From an optimization exercise on the open Yosys and OpenROAD flow, aimed at small area; shortcuts taken in it are not production practice.
In this exercise RTL edits were held to simulation tests only and were not proved equivalent to the original.
No activity file was given, so power comes from the tool's default toggle rates.

==> flow/design.v <==
module qcore (
  input              clk,
  input              RESET,       
  input      [15:0]  CMD,
  input      [31:0]  DIN,
  input              CMD_VALID,
  output             READY,
  output reg [31:0]  DOUT,
  output             FAULT,
  output     [3:0]   ERRCODE,
  output reg [15:0]  ERRCMD,
  output     [127:0] MOUT
);
  function [15:0] sat16(input [17:0] x);
    if (!x[17] && x[16:15] != 2'b00)     sat16 = 16'h7FFF;
    else if (x[17] && x[16:15] != 2'b11) sat16 = 16'h8000;
    else                                 sat16 = x[15:0];
  endfunction
  function [31:0] gate_entry(input [2:0] g, input r, input c);
    case (g)
      3'd0: gate_entry = (r != c) ? 32'h7FFF0000 : 32'h00000000;
      3'd1: gate_entry = (r != c) ? 32'h00000000 : (r ? 32'h80000000 : 32'h7FFF0000);
      3'd2: gate_entry = (r & c) ? 32'hA57E0000 : 32'h5A820000;
      3'd5: gate_entry = (r == c) ? 32'h00000000 : (r ? 32'h00007FFF : 32'h00008000);
      3'd6: gate_entry = (r == c) ? 32'h40004000 : 32'h4000C000;
      3'd7: gate_entry = (r == c) ? 32'h4000C000 : 32'h40004000;
      default: gate_entry = 32'h00000000;
    endcase
  endfunction
  reg [32*18-1:0] ring;
  reg [4:0]       ph;
  wire [31:0]     head = ring[31:0];
  reg [15*8-1:0]  scr;
  reg [2:0]       sph;
  wire [14:0]     sc0 = scr[14:0];
  reg [31:0] B0, B1;
  reg [17:0] ACC;
  reg        sticky, ssv;
  reg [2:0]  ecode;
  assign ERRCODE = {1'b0, ecode};
  assign FAULT   = |ecode;
  reg        busy;
  assign READY = ~busy;
  reg [4:0]  u;
  reg [3:0]  p;
  reg [2:0]  cnt;
  reg [14:0] mz0, mz1, mz2, mz3, mo0, mo1, mo2, mo3;
  assign MOUT = {1'b0, mz3, 1'b0, mo3, 1'b0, mz2, 1'b0, mo2,
                 1'b0, mz1, 1'b0, mo1, 1'b0, mz0, 1'b0, mo0};
  wire [3:0] opc = CMD[15:12];
  wire [3:0] f2  = CMD[11:8];
  wire [3:0] f1  = CMD[7:4];
  wire [3:0] f0  = CMD[3:0];
  wire gok = (f2 == 4'd0) || (f2 == 4'd1) || (f2 == 4'd2) ||
             (f2 == 4'd5) || (f2 == 4'd6) || (f2 == 4'd7);
  reg [2:0] dec;
  always @* begin
    dec = 3'd0;
    if (opc == 4'hF)
      dec = 3'd1;
    else if (((opc == 4'h0 || opc == 4'h1 || opc == 4'h4 || opc == 4'h8 || opc == 4'h9 ||
               opc == 4'hA || opc == 4'hB || opc == 4'hC || opc == 4'hD) && CMD[11:0] != 12'd0) ||
             (opc == 4'h2 && f1 != 4'd0) ||
             ((opc == 4'h5 || opc == 4'h6 || opc == 4'h7) && CMD[11:4] != 8'd0) ||
             (opc == 4'hE && (f1 != 4'd0 || f0[3:2] != 2'd0)))
      dec = 3'd2;
    else if ((opc == 4'h2 || opc == 4'h3 || opc == 4'hE) && !gok)
      dec = 3'd3;
    else if (((opc == 4'h2 || opc == 4'h3 || opc == 4'h5) && f0[3:2] != 2'd0) ||
             (opc == 4'h3 && f1[3:2] != 2'd0))
      dec = 3'd4;
    else if (opc == 4'h3 && f1 == f0)
      dec = 3'd5;
  end
  wire accept = !busy && CMD_VALID && !FAULT && !RESET;
  wire [3:0] c_opc = ERRCMD[15:12];
  wire [2:0] gs    = ERRCMD[10:8];
  wire [1:0] cq    = ERRCMD[5:4];
  wire [3:0] c_f0  = ERRCMD[3:0];
  wire [1:0] tq    = ERRCMD[1:0];
  wire [3:0] i0 = p;
  wire [3:0] i1 = p | (4'd1 << tq);
  wire       skip = p[tq] || (c_opc[0] && !p[cq]);
  localparam XA = 3'd0, XB = 3'd1, XC = 3'd2, XD = 3'd3, XDR = 3'd4, XS = 3'd5, XK = 3'd6;
  localparam TX = 2'd0, THF = 2'd1, T2X = 2'd2, TZ = 2'd3;
  localparam AACC = 2'd0, AZ = 2'd1, AM1 = 2'd2, AP1 = 2'd3;
  localparam C0 = 3'd0, C1 = 3'd1, CX0 = 3'd2, CNX0 = 3'd3, CNS = 3'd4;
  localparam TKP = 3'd0, TKF = 3'd1, TKN = 3'd2, TKNN = 3'd3, TKMF = 3'd4;
  localparam K1 = 2'd0, KMUL = 2'd1, KPASS = 2'd2;
  localparam YC = 2'd0, YD = 2'd1, YK = 2'd2;
  reg [2:0] xsel; reg [1:0] tsel; reg inv; reg [1:0] asel; reg [2:0] csel; reg [2:0] tk;
  reg wph, wsph; reg [4:0] wval;
  reg [1:0] kind; reg [1:0] ysel;
  reg d_acc, d_c, d_d, d_dre, d_dim, d_wre, d_wim, d_b1h, d_b0s, d_mout, d_ssv;
  reg done, endunit, first;
  wire [4:0] s0w = {1'b0, i0};
  wire [4:0] s1w = {1'b0, i1};
  wire       lastp = (p == 4'd15);
  always @* begin
    xsel = XA; tsel = TZ; inv = 1'b0; asel = AZ; csel = C0; tk = TKP;
    wph = 1'b0; wsph = 1'b0; wval = 5'd0;
    kind = K1; ysel = YC;
    d_acc = 0; d_c = 0; d_d = 0; d_dre = 0; d_dim = 0; d_wre = 0; d_wim = 0;
    d_b1h = 0; d_b0s = 0; d_mout = 0; d_ssv = 0;
    done = 1'b0; endunit = 1'b0; first = 1'b0;
    case (c_opc)
      4'h1: case (u)                                                         
        5'd0: begin wph = 1'b1; wval = {1'b0, p}; d_wre = 1'b1; d_wim = 1'b1; endunit = (p != 4'd15); end
        default: begin wph = 1'b1; wval = 5'd0; xsel = XK; tsel = T2X; d_wre = 1'b1; done = 1'b1; end
      endcase
      4'h7, 4'h8, 4'h9: begin                                                
        wph = 1'b1; xsel = u[0] ? XD : XC; tsel = TX; d_wre = !u[0]; d_wim = u[0]; done = u[0];
        wval = c_opc[3] ? {4'b1000, c_opc[0]} : {1'b0, c_f0};    
      end
      4'h6: case (u)                                                         
        5'd0: begin wph = 1'b1; wval = {1'b0, c_f0}; d_b1h = 1'b1; end
        5'd1: begin xsel = XC; tsel = TX; d_dre = 1'b1; end
        default: begin xsel = XD; tsel = TX; d_dim = 1'b1; done = 1'b1; end
      endcase
      4'h5: case (u)                                                         
        5'd0: begin wsph = 1'b1; wval = {3'b000, c_f0[1:0]}; xsel = XS; tsel = TX; d_dre = 1'b1; end
        default: begin wsph = 1'b1; wval = {3'b001, c_f0[1:0]}; xsel = XS; tsel = TX; d_dim = 1'b1; done = 1'b1; end
      endcase
      4'hE: case (u)                                                         
        5'd0: begin xsel = XK; tsel = TX; d_dre = 1'b1; end
        default: begin xsel = XK; tsel = TX; d_dim = 1'b1; done = 1'b1; end
      endcase
      4'hA: case (u)                                                         
        5'd0: begin wph = 1'b1; wval = 5'd16; d_b1h = 1'b1; end
        5'd1: begin wph = 1'b1; wval = 5'd17; d_b1h = 1'b1; d_b0s = 1'b1; end
        5'd2: begin xsel = XA; tsel = TX; d_acc = 1'b1; end
        5'd3: begin xsel = XC; tsel = TX; asel = AACC; d_dre = 1'b1; end
        5'd4: begin xsel = XB; tsel = TX; d_acc = 1'b1; end
        default: begin xsel = XD; tsel = TX; asel = AACC; d_dim = 1'b1; done = 1'b1; end
      endcase
      4'hB: case (u)                                                         
        5'd0, 5'd1: begin wph = 1'b1; wval = {4'b1000, u[0]}; d_b1h = 1'b1; d_b0s = u[0]; end
        5'd2: begin kind = KMUL; xsel = XA; ysel = YD; end
        5'd3: begin asel = AACC; d_dre = 1'b1; end
        5'd4: begin kind = KMUL; xsel = XB; ysel = YC; end
        5'd5: begin xsel = XDR; tsel = TX; asel = AACC; d_dim = 1'b1; end
        5'd6: begin kind = KMUL; xsel = XB; ysel = YD; end
        5'd7: begin asel = AACC; d_dre = 1'b1; end
        5'd8: begin kind = KMUL; xsel = XA; ysel = YC; end
        default: begin xsel = XDR; tsel = TX; inv = 1'b1; csel = C1; asel = AACC; d_dre = 1'b1; done = 1'b1; end
      endcase
      4'hC: case (u)                                                         
        5'd0: begin wph = 1'b1; wval = 5'd16; d_b1h = 1'b1; end
        5'd1: begin xsel = XC; tsel = TX; d_dre = 1'b1; end
        default: begin xsel = XD; tsel = TX; inv = 1'b1; csel = C1; d_dim = 1'b1; done = 1'b1; end
      endcase
      4'hD: case (u)                                                         
        5'd0: begin wph = 1'b1; wval = 5'd16; d_b1h = 1'b1; end
        5'd1: begin kind = KMUL; xsel = XC; ysel = YC; end
        5'd2: begin asel = AACC; d_dre = 1'b1; end
        5'd3: begin kind = KMUL; xsel = XD; ysel = YD; end
        5'd4: begin xsel = XDR; tsel = TX; asel = AACC; d_dre = 1'b1; end
        default: begin d_dim = 1'b1; done = 1'b1; end
      endcase
      4'h4: case (u)                                                         
        5'd0: begin wph = 1'b1; wval = {1'b0, p}; d_b1h = 1'b1; end
        5'd1: begin kind = KMUL; xsel = XC; ysel = YC; end
        5'd2: begin kind = KPASS; xsel = XS; first = (p == 4'd0); end
        5'd3: begin kind = KMUL; xsel = XD; ysel = YD; end
        5'd4: begin kind = KPASS; xsel = XS; endunit = (p != 4'd15); end
        default: begin wsph = 1'b1; wval = 5'd0; d_mout = 1'b1; done = 1'b1; end
      endcase
      4'h2, 4'h3: begin                                                      
        if (u == 5'd0) begin
          if (skip) begin done = lastp; endunit = !lastp; end
          else begin wph = 1'b1; wval = s0w; d_b1h = 1'b1; end
        end else if (u == 5'd1) begin
          wph = 1'b1; wval = s1w; d_b1h = 1'b1; d_b0s = 1'b1;
        end else begin
          case (gs)
            3'd0, 3'd1, 3'd5: begin                                          
              wph = 1'b1; d_wre = !u[2]; d_wim = u[2];
              tsel = TX;
              case ({gs[2], gs[0], u[1:0]})
                4'b0010: begin tk = TKF; xsel = XC; wval = s0w; end
                4'b0011: begin tk = TKF; xsel = XA; wval = s1w; end
                4'b0000: begin tk = TKF; xsel = XD; wval = s0w; end
                4'b0001: begin tk = TKF; xsel = XB; wval = s1w; end
                4'b0110: begin tk = TKF; xsel = XA; wval = s0w; end
                4'b0111: begin tk = TKN; xsel = XC; wval = s1w; end
                4'b0100: begin tk = TKF; xsel = XB; wval = s0w; end
                4'b0101: begin tk = TKN; xsel = XD; wval = s1w; end
                4'b1110: begin tk = TKNN; xsel = XD; wval = s0w; end
                4'b1111: begin tk = TKMF; xsel = XB; wval = s1w; end
                4'b1100: begin tk = TKN;  xsel = XC; wval = s0w; end
                default: begin tk = TKF;  xsel = XA; wval = s1w; end
              endcase
              done = (u == 5'd5) && lastp; endunit = (u == 5'd5) && !lastp;
            end
            3'd2: case (u)                                                   
              5'd2: begin kind = KMUL; xsel = XC; ysel = YK; end
              5'd3: begin asel = AACC; d_c = 1'b1; d_ssv = 1'b1; end
              5'd4: begin kind = KMUL; xsel = XA; ysel = YK; end
              5'd5: begin wph = 1'b1; wval = s0w; xsel = XC; tsel = TX; asel = AACC; d_wre = 1'b1; end
              5'd6: begin wph = 1'b1; wval = s1w; xsel = XC; tsel = TX; inv = 1'b1; csel = CNS; asel = AACC; d_wre = 1'b1; end
              5'd7: begin kind = KMUL; xsel = XD; ysel = YK; end
              5'd8: begin asel = AACC; d_d = 1'b1; d_ssv = 1'b1; end
              5'd9: begin kind = KMUL; xsel = XB; ysel = YK; end
              5'd10: begin wph = 1'b1; wval = s0w; xsel = XD; tsel = TX; asel = AACC; d_wim = 1'b1; end
              default: begin wph = 1'b1; wval = s1w; xsel = XD; tsel = TX; inv = 1'b1; csel = CNS; asel = AACC; d_wim = 1'b1;
                             done = lastp; endunit = !lastp; end
            endcase
            default: begin                                                   
              tsel = THF;
              case (u[1:0])
                2'd2: begin xsel = XA; d_acc = 1'b1; end
                2'd3: begin xsel = XB; asel = AACC; d_acc = 1'b1; end
                2'd0: begin xsel = XC; asel = AACC; d_acc = 1'b1; end
                default: begin xsel = XD; asel = AACC; wph = 1'b1; end
              endcase
              case (u)
                5'd3:  begin inv = 1'b1; csel = C1; end
                5'd5:  begin csel = CX0; wval = gs[0] ? s1w : s0w; d_wre = 1'b1; end
                5'd7:  begin csel = CX0; end
                5'd9:  begin inv = 1'b1; csel = C1; wval = gs[0] ? s0w : s1w; d_wre = 1'b1; end
                5'd12: begin inv = 1'b1; csel = CNX0; end
                5'd13: begin wval = gs[0] ? s1w : s0w; d_wim = 1'b1; end
                5'd14: begin inv = 1'b1; csel = CNX0; end
                5'd17: begin wval = gs[0] ? s0w : s1w; d_wim = 1'b1; done = lastp; endunit = !lastp; end
                default: ;
              endcase
            end
          endcase
        end
      end
      default: done = 1'b1;                                                  
    endcase
  end
  wire [31:0] kg = gate_entry(c_opc[2] ? gs : 3'd6, c_f0[1], c_f0[0]);    
  reg  [15:0] X;
  always @* begin
    case (xsel)
      XA: X = B0[31:16];
      XB: X = B0[15:0];
      XC: X = B1[31:16];
      XD: X = B1[15:0];
      XDR: X = DOUT[31:16];
      XS: X = {1'b0, sc0};
      default: X = u[0] ? kg[15:0] : kg[31:16];
    endcase
  end
  wire x_gt0 = !X[15] && (X != 16'd0);
  wire x_eq8 = (X == 16'h8000);
  reg  [15:0] Yw;
  always @* begin
    case (ysel)
      YC: Yw = B1[31:16];
      YD: Yw = B1[15:0];
      default: Yw = 16'h5A82;
    endcase
  end
  wire [2:0] kstep = cnt;
  wire        yfix = x_eq8 && (Yw == 16'h8000);
  wire [16:0] yx = {Yw[15:1], Yw[0] | yfix, 1'b0};
  wire [2:0] trip = yx[{kstep, 1'b0} +: 3];
  wire b_neg  = trip[2] && !(trip[1] && trip[0]);
  wire b_zero = (trip == 3'b000) || (trip == 3'b111);
  wire b_two  = (trip == 3'b011) || (trip == 3'b100);
  reg [1:0] tsel_e, asel_e; reg inv_e, cin_e;
  always @* begin
    tsel_e = tsel; asel_e = asel; inv_e = inv;
    case (csel)
      C1:   cin_e = 1'b1;
      CX0:  cin_e = X[0];
      CNX0: cin_e = !X[0];
      CNS:  cin_e = !ssv;
      default: cin_e = 1'b0;
    endcase
    if (kind == KMUL) begin
      tsel_e = b_zero ? TZ : (b_two ? T2X : TX);
      inv_e  = b_neg; cin_e = b_neg;
      asel_e = (kstep == 3'd0) ? AZ : AACC;
    end else if (kind == KPASS) begin
      tsel_e = first ? TZ : TX;
      asel_e = (p[sph[1:0]] == sph[2]) ? AACC : AZ;
      inv_e = 1'b0; cin_e = 1'b0;
    end else begin
      case (tk)
        TKF:  begin asel_e = x_gt0 ? AM1 : AZ; inv_e = 1'b0; cin_e = x_eq8; end
        TKN:  begin asel_e = AZ; inv_e = 1'b1; cin_e = 1'b1; end
        TKNN: begin asel_e = AZ; inv_e = 1'b0; cin_e = x_eq8; end
        TKMF: begin asel_e = x_gt0 ? AP1 : (x_eq8 ? AM1 : AZ); inv_e = 1'b1; cin_e = 1'b1; end
        default: ;
      endcase
    end
  end
  reg [17:0] T;
  always @* begin
    case (tsel_e)
      TX:  T = {{2{X[15]}}, X};
      THF: T = {{3{X[15]}}, X[15:1]};
      T2X: T = {X[15], X, 1'b0};
      default: T = 18'd0;
    endcase
  end
  reg [17:0] Aop;
  always @* begin
    case (asel_e)
      AACC: Aop = ACC;
      AM1:  Aop = 18'h3FFFF;
      AP1:  Aop = 18'd1;
      default: Aop = 18'd0;
    endcase
  end
  wire [17:0] Bop  = inv_e ? ~T : T;
  wire [18:0] cy;
  wire [17:0] sum;
  assign cy[0] = cin_e;
  genvar gi;
  generate
    for (gi = 0; gi < 18; gi = gi + 1) begin : g_add
      assign sum[gi]  = Aop[gi] ^ Bop[gi] ^ cy[gi];
      assign cy[gi+1] = (Aop[gi] & Bop[gi]) | (cy[gi] & (Aop[gi] ^ Bop[gi]));
    end
  endgenerate
  wire [15:0] wsum = sat16(sum);
  wire [17:0] sum2 = {{2{sum[17]}}, sum[17:2]};
  wire [17:0] sum1 = {sum[17], sum[17:1]};
  wire cond  = (!wph || ph == wval) && (!wsph || sph == wval[2:0]);
  wire fire  = busy && cond;
  wire kend  = (cnt == 3'd7);
  wire multi = (kind != K1);
  wire sdone = fire && (!multi || kend);
  wire [15:0] t_re = (fire && d_wre) ? wsum : head[31:16];
  wire [15:0] t_im = (fire && d_wim) ? wsum : head[15:0];
  wire [14:0] sc7 = (fire && kind == KPASS) ? wsum[14:0] : sc0;
  always @(posedge clk) begin
    ring <= {t_re, t_im, ring[32*18-1:32]};
    scr  <= {sc7, scr[15*8-1:15]};
    if (RESET) begin
      ph  <= 5'd0;
      sph <= 3'd0;
    end else begin
      ph  <= (ph == 5'd17) ? 5'd0 : ph + 5'd1;
      sph <= sph + 3'd1;
    end
  end
  always @(posedge clk) begin
    if (RESET) begin
      busy   <= 1'b0;
      ecode  <= 3'd0;
      ERRCMD <= 16'd0;
    end else if (!busy) begin
      if (CMD_VALID && !FAULT) begin
        ERRCMD <= CMD;
        if (dec != 3'd0) ecode <= dec;
        else begin
          busy <= 1'b1;
          u    <= 5'd0;
          p    <= 4'd0;
          cnt  <= 3'd0;
        end
      end
    end else if (fire) begin
      if (multi && !kend)
        cnt <= cnt + 3'd1;
      else begin
        cnt <= 3'd0;
        if (done) begin
          busy   <= 1'b0;
          ERRCMD <= 16'd0;
        end else if (endunit) begin
          u <= 5'd0;
          p <= p + 4'd1;
        end else
          u <= u + 5'd1;
      end
    end
  end
  always @(posedge clk) begin
    if (accept) B1 <= DIN;
    else if (fire && d_b1h) B1 <= head;
    else begin
      if (fire && d_c) B1[31:16] <= wsum;
      if (fire && d_d) B1[15:0]  <= wsum;
    end
    if (fire && d_b0s) B0 <= B1;
    if (fire && kind == KMUL) begin
      ACC    <= (kstep == 3'd7) ? sum1 : sum2;
      sticky <= ((kstep == 3'd0) ? 1'b0 : sticky) | ((kstep == 3'd7) ? sum[0] : (sum[1] | sum[0]));
    end else if (fire && d_acc)
      ACC <= sum;
    if (fire && d_ssv) ssv <= sticky;
    if (fire && d_dre) DOUT[31:16] <= wsum;
    if (fire && d_dim) DOUT[15:0]  <= wsum;
    if (fire && d_mout) begin
      mz0 <= scr[15*0 +: 15]; mz1 <= scr[15*1 +: 15]; mz2 <= scr[15*2 +: 15]; mz3 <= scr[15*3 +: 15];
      mo0 <= scr[15*4 +: 15]; mo1 <= scr[15*5 +: 15]; mo2 <= scr[15*6 +: 15]; mo3 <= scr[15*7 +: 15];
    end
  end
endmodule
==> flow/flow/run.sh <==
#!/bin/bash
# The standard layout (standard.sh) with three changes to how the layout is made:
#  - ABC maps the logic with an area-oriented script (flow/abc_area.script, selected by
#    ABC_AREA=1) instead of one that buffers and upsizes; registers are untouched;
#  - the port buffers are the smallest buffer cell;
#  - the clock tree uses clkbuf_4 leaf clusters and no dummy loads.
set -euo pipefail
rm -rf ./scripts_local
cp -r "$FLOW_HOME/scripts" ./scripts_local
cp ./flow/abc_area.script ./scripts_local/abc_area.script
export SCRIPTS_DIR="$PWD/scripts_local"
export BUFFER_PORTS_ARGS="-buffer_cell sky130_fd_sc_hd__buf_1"
export CTS_ARGS="-sink_clustering_enable -buf_list sky130_fd_sc_hd__clkbuf_4 -sink_clustering_size 10 -sink_clustering_max_diameter 35 -dont_use_dummy_load"
bash ./standard.sh > standard_flow.log 2>&1
==> flow/flow/abc_area.script <==
strash
&get -n
&deepsyn -T 60
&put
dch -f
amap
topo
==> flow/standard.sh <==
#!/bin/bash
# synth_recipe.tcl (not shown) runs the flow's synth.tcl, then flattens the netlist and writes it again
# the make line also repeats each setting of config.mk as NAME=value (left out here)
make -C /OpenROAD-flow-scripts/flow DESIGN_CONFIG=/design/flow/config.mk WORK_HOME=/design/flow/orfs CLKGATE_MAP_FILE= SYNTH_SCRIPT=/design/flow/synth_recipe.tcl "${@:-finish}"
==> flow/config.mk <==
export PLATFORM = sky130hd
export DESIGN_NAME = qcore
export DESIGN_NICKNAME = qcore
export VERILOG_FILES = /design/flow/design.v
export SDC_FILE = /design/flow/constraint.sdc
export NUM_CORES = 4
export LEC_CHECK = 0
export ABC_AREA = 1
export CAP_MARGIN = 0
export CORE_MARGIN = 2
export CORE_UTILIZATION = 60
export SETUP_SLACK_MARGIN = 0.5
export SLEW_MARGIN = 0
==> flow/constraint.sdc <==
create_clock -name core_clock -period 19.0 [get_ports {clk}]
set_input_delay 3.8000 -clock core_clock [delete_from_list [all_inputs] [get_ports {clk}]]
set_output_delay 3.8000 -clock core_clock [all_outputs]
set_load 0.01 [all_outputs]
==> metrics.md, run 1 <==
| Metric | Value |
|---|---|
| Die ar. | 47570 um^2 |
| Final setup margin | 1.640 ns |
| Worst Hold End | ring[300] |
| Largest net degree at the start of global routing | 84 |
| Top FF cell, synth | dfxtp_1 |
| Combined flip-flop and latch cell area | 21940 um^2 |
| Run status | complete, no violations |
| Syn avg cell area | 14.48 um^2 |
| Crit path DAT | 18.01 ns |
| Cells after Synth | 1900 |
| Pwr Density | 113.6 nW/um^2 |
| Drt pass-1 iters | 9 |
| Final Hold Fails | 0 |
| CP required | 19.65 ns |
| Root Buffer | clkbuf_4 |
| Worst slack, placed | 1.923 ns |
| Initial antenna violation count | 3 |
| Die W | 218.1 um |
| R2r setup slk | 1.64 ns |
| Vias in the first global route | 15960 |
| Final hold slack | 0.2725 ns |
| DR vias/cell | 5.718 |
| Multi-input logic area | 5079 um^2 |
| Longest Clk Path Bufs | 3 |
| Port bufs | 223 |
| Row count | 78 |
| Crit-path slowest cell | o21ai_0 |
| Antenna Nets Post-Route | 0 |
| Clock Sinks | 972 |
| Initial DRC Count | 1701 |
| WHS Path Cells | 0 |
| Final min period | 17.36 ns |
| Yosys top cell area share | 52.70% |
| WL final | 64.11 mm |
| Worst Hold Class | reg -> reg |
| Total power | 3.430 mW |
| Setup TNS | 0 ns |
| Post-CTS Setup Bufs | 0 |
| Area growth syn-to-layout | 9.754% |
| CP Launch Type | flip-flop |
| Worst-path clk slew | 0.10 ns |
| Count of final setup violators | 0 |
| Final Net Count | 2359 |
| Critical hold path startpoint | ring[332] |
| Layout cell share with drive strength beyond 1 | 6.837% |
| Fillers | 3185 |
| Mapped Area | 27500 um^2 |
| Peak VDD IR | 92.12 uV |
| Skew final | 0.1287 ns |
| CTS Hold Buffers Added | 0 |
| Critical R2R Launch | u[0] |
| Ports | 233 |
| Leakage | 11.02 nW |
| Clock H-tree levels | 3 |
| Rel. slew slack | 12.22% |
| Post-CTS resize count | 0 |
| CTS tree | built |
| DRC | 0 |
| Worst R2R Path Depth | 60 |
| Max Cap Violations | 0 |
| Most common cell in the synthesized netlist | dfxtp_1 |
| Finished Core Util | 66.66% |
| Routability Congestion | 0.9711 |
| Largest stage delay on the critical path | 0.98 ns |
| Kind of critical path | reg -> reg |
| F_max | 0.05760 GHz |
| Worst r2r dst | B1[13] |
| Maximum fanout along the worst path | 15 |
| Post-synth EDFFs | 248 |
| Starting density of the core | 60.73% |
| Worst Tran Pin Value | 1.303 ns |
| Pins Over Slew Limit | 0 |
| Top cells by count, synth | 724 x dfxtp_1, 248 x edfxtp_1, 149 x nor2_1, 127 x clkinv_1, 100 x o21ai_0 |
| Total gr overflow | 0 |
| Count of unique library cells instantiated by Yosys | 50 |
| Die Ht | 218.1 um |
| Num CTS Buffers | 121 |
| Drt wl/cell | 22.35 um |
| Area leader, netlist | dfxtp_1 |
| GRT Total Usage | 27.11% |
| Post-DP HPWL | 46.53 mm |
| Area of the core | 45280 um^2 |
| Worst path most repeated cell | fa_1 |
| Clk Latency, worst-skew pair | 0.90 ns |
| Global-route wire length before repair | 95.21 mm |
| Top cells by area, synth | dfxtp_1 53%, edfxtp_1 27%, nor2_1 2.0% |
| Total number of vias | 16410 |
| Asr flop ratio synth | 0% |
| Sequential cell area fraction in the yosys report | 79.78% |
| Warnings, synthesis | 1 |
| Setup crit end kind | flip-flop |
| Launch point of the worst path | u[0] |
| Final period util | 91.37% |
| #FFs+latches synth | 972 |
| RSZ-0062 raised after global routing | false |
==> stage by stage <==
step	instances	area [um^2]
after floorplan	1908	27530
after global placement	2746	29270
after detailed placement	2746	29270
after CTS	2867	30180
after global routing	2868	30180
final	2869	30190
==> registers in the layout, summed over array words and instances (netlist names), 16 cells and up <==
register / flops
DOUT: 32
ring: 576
scr: 120
ACC: 18
B1: 32
B0: 32
ERRCMD: 16
==> cells in the final DEF, fill, tap and decap left out, types with 5 or more instances in the layout <==
master     count
clkbuf_4     121
o21ai_0      100
a22o_1        11
a221o_1       34
nand2_1       82
o22a_1        48
buf_4         25
a221oi_1       9
clkinv_1     127
buf_1        223
nor4_1        15
edfxtp_1     248
nor2b_1       13
a211oi_1      14
nor2_1       145
and3_1        15
a222oi_1      22
nand3_1       23
ha_1          22
a21oi_1       56
a22oi_1       11
fa_1          17
dfxtp_1      724
o32ai_1        5
o221ai_1       8
conb_1         9
nand4_1        7
o211ai_1       5
a2111oi_0      9
nor3_2         5
nor3_1        27
a31oi_1       15
o22ai_1       31
==> metal layers <==
layer	vias to the layer above	share of wire, %	wire (um)	global-route usage (%)
met5	-	0	0	0
met1	7871	43	27650	38.17
met2	822	45	28790	41.72
met3	152	8.8	5614	5.525
li1	7561	-	-	-
met4	0	3.2	2068	10.66
==> cell families after synthesis <==
kind of cell	synth area share, %
flops	79.78
compound gates	10.36
simple gates	5.618
buf+inv	1.993
fa+ha+maj	2.238
other cells	0.01364
==> layout make-up <==
cell class	instances	area share, %
inverters	127	1.579
repair buffers	248	3.395
flip-flops and latches	972	72.69
diodes	2	0.01658
multi-input cells	799	16.82
well taps	600	2.487
clock buffers	121	3.009
==> how the worst max path moves through the flow <==
stage	end	slack, ns
CTS	scr[118]	1.94
detailed placement	B1[13]	1.92
global route	B1[13]	0.73
finish	B1[13]	1.64
floorplan	B1[26]	4.53
global placement	B1[13]	2.37
==> critical path, delay by kind of cell (launching register included) <==
family,cells,cell delay (ns)
simple gates,19,3.85
buf+inv,11,2.13
fa+ha+maj,18,6.48
flops,1,0.50
compound gates,12,4.25
==> where the power goes <==
part / total [mW] / internal (mW) / switching (mW)
Combinational: 0.362 / 0.118 / 0.244
Sequential: 2.20 / 2.17 / 0.0352
Clock: 0.863 / 0.290 / 0.573
==> inputs of run 2 (changes only) <==
--- a/flow/flow/run.sh
+++ b/flow/flow/run.sh
@@ -10,5 +10,5 @@
 cp ./flow/abc_area.script ./scripts_local/abc_area.script
 export SCRIPTS_DIR="$PWD/scripts_local"
 export BUFFER_PORTS_ARGS="-buffer_cell sky130_fd_sc_hd__buf_1"
-export CTS_ARGS="-sink_clustering_enable -buf_list sky130_fd_sc_hd__clkbuf_4 -sink_clustering_size 10 -sink_clustering_max_diameter 35 -dont_use_dummy_load"
+export CTS_ARGS="-sink_clustering_enable -repair_clock_nets -buf_list sky130_fd_sc_hd__clkbuf_4 -sink_clustering_size 10 -sink_clustering_max_diameter 50 -dont_use_dummy_load"
 bash ./standard.sh > standard_flow.log 2>&1
==> metrics.md, run 2 <==
| Metric | Value |
|---|---|
| Asr flop ratio synth | 0% |
| Top FF cell, synth | dfxtp_1 |
| Total power | 3.408 mW |
| Adder-cell area share of the yosys netlist | 2.238% |
| Final Instance Area | 30100 um^2 |
| Skew final | 0.07340 ns |
| Total gr overflow | 0 |
| Die Ht | 218.1 um |
| Drt wl/cell | 22.54 um |
| Kind of critical path | reg -> reg |
| CTS Hold Buffers Added | 0 |
| Post-CTS resize count | 0 |
| Count of final setup violators | 0 |
| Worst Hold Class | reg -> reg |
| Run status | complete, no violations |
| Largest stage delay on the critical path | 0.93 ns |
| Yosys top cell area share | 52.70% |
| Num CTS Buffers | 110 |
| Area after DPL | 29270 um^2 |
| Synth Area in Simple Gates | 5.618% |
| Final Hold Fails | 0 |
| DR vias/cell | 5.744 |
| Die ar. | 47570 um^2 |
| DRC | 0 |
| Final hold slack | 0.2976 ns |
| Leakage | 10.97 nW |
| Starting density of the core | 60.73% |
| Crit-path slowest cell | o21ai_0 |
| Post-DP HPWL | 46.53 mm |
| Vias in the first global route | 15920 |
| Worst-path clk slew | 0.10 ns |
| Port bufs | 223 |
| Global-route wire length before repair | 95.94 mm |
| Mapped Area | 27500 um^2 |
| Setup crit end kind | flip-flop |
| Post-synth EDFFs | 248 |
| Largest regs | ring x576, scr x120 |
| Peak VDD IR | 86.35 uV |
| Final min period | 17.48 ns |
| Total number of vias | 16420 |
| #FFs+latches synth | 972 |
| Antenna Nets Post-Route | 0 |
| Most common cell in the synthesized netlist | dfxtp_1 |
| Largest family of logic cells by synthesized area | compound AO/OA/AOI/OAI gates |
| Mux contribution to synthesized area | 0% |
| Max Cap Violations | 0 |
| CP Launch Type | flip-flop |
| Drt pass-1 iters | 7 |
| Area leader, netlist | dfxtp_1 |
| Top cells by count, synth | 724 x dfxtp_1, 248 x edfxtp_1, 149 x nor2_1, 127 x clkinv_1, 100 x o21ai_0 |
| Pwr Density | 113.2 nW/um^2 |
| Clk Latency, worst-skew pair | 0.90 ns |
| Top cells by area, synth | dfxtp_1 53%, edfxtp_1 27%, nor2_1 2.0% |
| Count of unique library cells instantiated by Yosys | 50 |
| GRT Total Usage | 27.34% |
| Rel. slew slack | 12.31% |
| Warnings, synthesis | 1 |
| Syn avg cell area | 14.48 um^2 |
| Most flops, register | ring |
| Area growth syn-to-layout | 9.454% |
| Area of the core | 45280 um^2 |
| Ports | 233 |
| Sequential cell area fraction in the yosys report | 79.78% |
| WL final | 64.41 mm |
| Clock Sinks | 972 |
| F_max | 0.05721 GHz |
| Final period util | 91.99% |
| Cells after Synth | 1900 |
| RSZ-0062 raised after global routing | false |
| Die W | 218.1 um |
| R2r setup slk | 1.52 ns |
| Maximum fanout along the worst path | 15 |
| Layout cell share with drive strength beyond 1 | 6.383% |
| CP required | 19.65 ns |
| Largest net degree at the start of global routing | 84 |
| Initial DRC Count | 1879 |
| Root Buffer | clkbuf_4 |
| Final Net Count | 2348 |
| Worst path most repeated cell | fa_1 |
| CTS tree | built |
| Routability Congestion | 0.9711 |
| Initial antenna violation count | 3 |
| Setup TNS | 0 ns |
| Pins Over Slew Limit | 0 |
| Post-CTS Setup Bufs | 0 |
| Crit path DAT | 18.13 ns |
| Row count | 78 |
| Most frequent cells in the layout | 724 x dfxtp_1, 248 x edfxtp_1, 223 x buf_1, 145 x nor2_1, 127 x clkinv_1 |
| Max FFs per register | 576 |
| Xor/xnor share of the synthesized area | 0% |
| Finished Core Util | 66.48% |
| Synth Area in Compound Gates | 10.36% |
| Most common cell after layout, fill and taps aside | dfxtp_1 |
| Worst Tran Pin Value | 1.302 ns |
| Clock H-tree levels | 3 |
| Longest Clk Path Bufs | 3 |
run 2: changes by cell type in the layout (fill, tap and decap cells not counted), sizes merged:
cell    change
clkbuf     -11
run 2: worst paths after layout:
kind              from        end  cells past startpoint
max               u[0]     B1[13]                     60
min          ring[390]  ring[358]                      0
max reg2reg       u[0]     B1[13]                     60
min reg2reg  ring[390]  ring[358]                      0
run 2: area by class of cell:
| class | instances | area, um^2 |
|---|---|---|
| diodes | 2 | 5.005 |
| inverters | 127 | 476.7 |
| repair buffers | 248 | 1025 |
| fillers | 3186 | 15180 |
| flip-flops and latches | 972 | 21940 |
| clock buffers | 110 | 825.8 |
| multi-input cells | 799 | 5079 |
| well taps | 600 | 750.7 |
run 2: logic make-up (layout without fill, tap and decap cells):
logic type | count (synthesis) | in the layout
other | 1 | 11
and+or+nand+nor | 349 | 349
adders and majority gates | 39 | 39
buffers and inverters | 137 | 485
DFF | 972 | 972
AOI/OAI and AO/OA | 402 | 402
run 2: layer usage:
metal	share of wire, %	routed length, um	global-route usage [%]	vias up
met2	45	28750	41.59	819
met3	9.0	5771	5.915	157
met5	0	0	0	-
li1	-	-	-	7539
met4	3.3	2133	10.93	0
met1	43	27760	38.62	7900
run 2: worst max-delay path, delay by kind of cell (launching register included):
kind,cells,cell delay [ns]
buf+inv,11,2.14
compound gates,12,4.22
fa+ha+maj,18,6.50
flops,1,0.51
simple gates,19,3.94
run 2: power by group:
group / internal [mW] / total, mW / switching, mW
registers: 2.17 / 2.20 / 0.0351
clock network: 0.265 / 0.841 / 0.576
logic: 0.118 / 0.362 / 0.244
total: 2.55 / 3.41 / 0.855
run 2: stage by stage:
stage / std cells / setup slack (ns)
3_5_place_dp: 2746 / 1.923
5_1_grt: 2857 / 0.6921
3_3_place_gp: 2746 / 2.366
4_1_cts: 2856 / 1.934
2_1_floorplan: 1908 / 4.530
6_report: 2858 / 1.521
==> inputs of run 3 (changes only) <==
==> flow/run.sh (new file) <==
#!/bin/bash
# synth_recipe.tcl (not shown) runs the flow's synth.tcl, then flattens the netlist and writes it again
# the make line also repeats each setting of config.mk as NAME=value (left out here)
make -C /OpenROAD-flow-scripts/flow DESIGN_CONFIG=/design/flow/config.mk WORK_HOME=/design/flow/orfs CLKGATE_MAP_FILE= SYNTH_SCRIPT=/design/flow/synth_recipe.tcl finish
--- a/flow/config.mk
+++ b/flow/config.mk
@@ -9,5 +9,8 @@
 export CAP_MARGIN = 0
 export CORE_MARGIN = 2
 export CORE_UTILIZATION = 60
+export CTS_BUF_LIST = sky130_fd_sc_hd__clkbuf_4
+export CTS_CLUSTER_DIAMETER = 35
+export CTS_CLUSTER_SIZE = 10
 export SETUP_SLACK_MARGIN = 0.5
 export SLEW_MARGIN = 0
removed: flow/flow/run.sh
removed: flow/flow/abc_area.script
removed: flow/standard.sh
==> metrics.md, run 3 <==
| Metric | Value |
|---|---|
| Initial antenna violation count | 5 |
| Area growth syn-to-layout | 15.05% |
| Row count | 81 |
| CTS Hold Buffers Added | 0 |
| Ports | 233 |
| Post-CTS resize count | 0 |
| Die W | 227.4 um |
| Peak VDD IR | 149.7 uV |
| Sequential cell area fraction in the yosys report | 73.25% |
| Skew final | 0.08074 ns |
| Yosys top cell area share | 48.39% |
| Critical R2R Launch | u[0] |
| Setup TNS | 0 ns |
| CP Launch Type | flip-flop |
| Most flops, register | ring |
| #FFs+latches synth | 972 |
| Worst Tran Pin Value | 1.303 ns |
| Launch point of the worst path | u[0] |
| Vias in the first global route | 19730 |
| Worst path most repeated cell | fa_1 |
| Total number of vias | 20050 |
| Area of the core | 49150 um^2 |
| Drt wl/cell | 21.95 um |
| Cells after Synth | 2551 |
| Fillers | 3306 |
| Setup crit end kind | flip-flop |
| WHS Path Cells | 0 |
| Antenna Nets Post-Route | 0 |
| Most Crowded Layer GR | met2 |
| Num CTS Buffers | 131 |
| Syn avg cell area | 11.74 um^2 |
| Root Buffer | clkbuf_4 |
| Drt pass-1 iters | 7 |
| Most common cell after layout, fill and taps aside | dfxtp_1 |
| Most frequent cells in the layout | 724 x dfxtp_1, 342 x nand2_1, 248 x edfxtp_1, 229 x nor2_1, 223 x clkdlybuf4s50_1 |
| Met1 Usage GRT | 41.37% |
| Initial DRC Count | 2059 |
| Crit-path slowest cell | a21oi_2 |
| RSZ-0062 raised after global routing | false |
| Clock Sinks | 972 |
| Worst-path clk slew | 0.11 ns |
| Post-DP HPWL | 55.54 mm |
| WL final | 78.74 mm |
| Count of unique library cells instantiated by Yosys | 61 |
| Crit path DAT | 15.64 ns |
| Largest net degree at the start of global routing | 81 |
| Die Ht | 227.4 um |
| Total gr overflow | 0 |
| Post-CTS Setup Bufs | 0 |
| Die ar. | 51730 um^2 |
| Longest Clk Path Bufs | 3 |
| Largest regs | ring x576, scr x120 |
| Run status | complete, no violations |
| Max FFs per register | 576 |
| Grt met3 use | 8.402% |
| Max Cap Violations | 0 |
| Worst slack, placed | 4.626 ns |
| Clock H-tree levels | 4 |
| Top cells by area, synth | dfxtp_1 48%, edfxtp_1 25%, nand2_1 4.3% |
| Starting density of the core | 60.94% |
| Count of final setup violators | 0 |
| Area leader, netlist | dfxtp_1 |
| Worst R2R Path Depth | 56 |
| Final period util | 77.76% |
| Rel. slew slack | 12.32% |
| Pins Over Slew Limit | 0 |
| Top FF cell, synth | dfxtp_1 |
| Top cells by count, synth | 724 x dfxtp_1, 342 x nand2_1, 248 x edfxtp_1, 231 x nor2_1, 172 x inv_1 |
| CP required | 19.86 ns |
| Worst Hold Class | reg -> reg |
| Final Net Count | 2937 |
| Final Hold Fails | 0 |
| Largest stage delay on the critical path | 0.76 ns |
| Port bufs | 223 |
| Post-synth EDFFs | 248 |
| Critical hold path startpoint | ring[167] |
| Clk Latency, worst-skew pair | 1.03 ns |
| Routability Congestion | 1.025 |
| Asr flop ratio synth | 0% |
| Global-route wire length before repair | 117.3 mm |
| Layout cell share with drive strength beyond 1 | 10.19% |
| F_max | 0.06768 GHz |
| Pwr Density | 139.8 nW/um^2 |
| Final setup margin | 4.225 ns |
| Warnings, synthesis | 1 |
| Maximum fanout along the worst path | 30 |
| Leakage | 13.92 nW |
| Most common cell in the synthesized netlist | dfxtp_1 |
| Mapped Area | 29950 um^2 |
| CTS tree | built |
| GRT Total Usage | 30.97% |
| DR vias/cell | 5.591 |
| M2 GR Usage | 48.13% |
| DRC | 0 |
| Kind of critical path | reg -> reg |
| Final min period | 14.78 ns |
==> run 3: power by group <==
group	leakage, nW	total [mW]	internal [mW]	switching, mW
Clock	0.971	1.21	0.513	0.699
Combinational	4.82	1.16	0.313	0.852
Sequential	8.13	2.44	2.35	0.0901
==> run 3: final timing paths <==
kind	to	slack [ns]
min	ring[135]	0.28
max reg2reg	B1[17]	4.22
min reg2reg	ring[135]	0.28
max	B1[17]	4.22
==> run 3: per-stage QoR <==
step | instance area (um^2) | cells | utilization [%] | hold slack, ns | total power [mW]
5_1_grt | 34450 | 3582 | 70.09 | 0.3178 | 5.019
3_3_place_gp | 32780 | 3378 | 66.69 | 0.3098 | 3.551
6_report | 34460 | 3587 | 70.12 | 0.2772 | 4.817
2_1_floorplan | 29990 | 2559 | - | 0.3096 | 3.216
3_5_place_dp | 32780 | 3378 | 66.69 | 0.3121 | 3.604
4_1_cts | 34450 | 3580 | 70.08 | 0.3001 | 4.808
==> run 3: worst max-delay path, delay by kind of cell, from the launching register on <==
kind | cells | cell delay [ns]
adders and majority gates | 18 | 6.40
buffers and inverters | 7 | 1.11
AOI/OAI and AO/OA | 3 | 1.23
DFF | 1 | 0.58
and+or+nand+nor | 27 | 5.20
xor gates and xnor gates | 1 | 0.12
==> run 3: layout make-up <==
type                       instances  area [um^2]  area share, %
antenna                            7        17.52        0.05083
clock buffer                     156         1171          3.398
clock inverter                    46        493.0          1.430
inverter                         193        725.7          2.106
multi-input combinational       1308         6918          20.07
sequential                       972        21940          63.66
tap                              664        830.8          2.411
timing repair buffer             241         2367          6.869
==> run 3: per-layer routing <==
layer	up-vias	routed length [um]
li1	9163	-
met1	9524	32300
met2	1154	35880
met3	211	7744
met4	2	2799
met5	-	10
==> run 3: logic make-up (layout without fill, tap and decap cells) <==
logic type	after synthesis	in the layout	synth area share, %
adder cells (fa/ha/maj)	39	39	2.055
AO/OA/AOI/OAI	376	376	7.201
multiplexers	2	2	0.07518
buffers and inverters	279	636	3.922
other	1	16	0.01252
XOR/XNOR	32	32	0.9356
AND/OR/NAND/NOR	850	850	12.55
flip-flops	972	972	73.25

[re-timing with driven ports]
Ports are ideal in the flow. The routed layouts listed here were re-timed in OpenROAD.
Step 1 sets driving cells, clkbuf_16 on the clock port and buf_2 on the other inputs (assumed; they add their load-dependent delay and slew).
Step 2, shift: input delay + t, output delay - t, t = (earliest + latest rising clock arrival at the registers) / 2. This alone moves slack from input paths to output paths.
Three values: ideal, step 1, step 2; two values: the first two.
| run | t, ns | slack for setup (ns) | worst hold slack (ns) | worst setup path at the end | latest minus earliest clock arrival (ns) |
|---|---|---|---|---|---|
| run 1 | 0.885 | 1.640 / 1.640 / 1.640 | 0.273 / 0.273 / 0.273 | register to register | 0.129 / 0.129 |
| run 2 | 0.909 | 1.521 / 1.521 / 1.521 | 0.298 / 0.298 / 0.298 | register to register | 0.088 / 0.088 |
| run 3 | 1.050 | 4.225 / 4.225 / 4.225 | 0.277 / 0.277 / 0.277 | register to register | 0.081 / 0.081 |
After both steps every run listed still meets setup and hold.
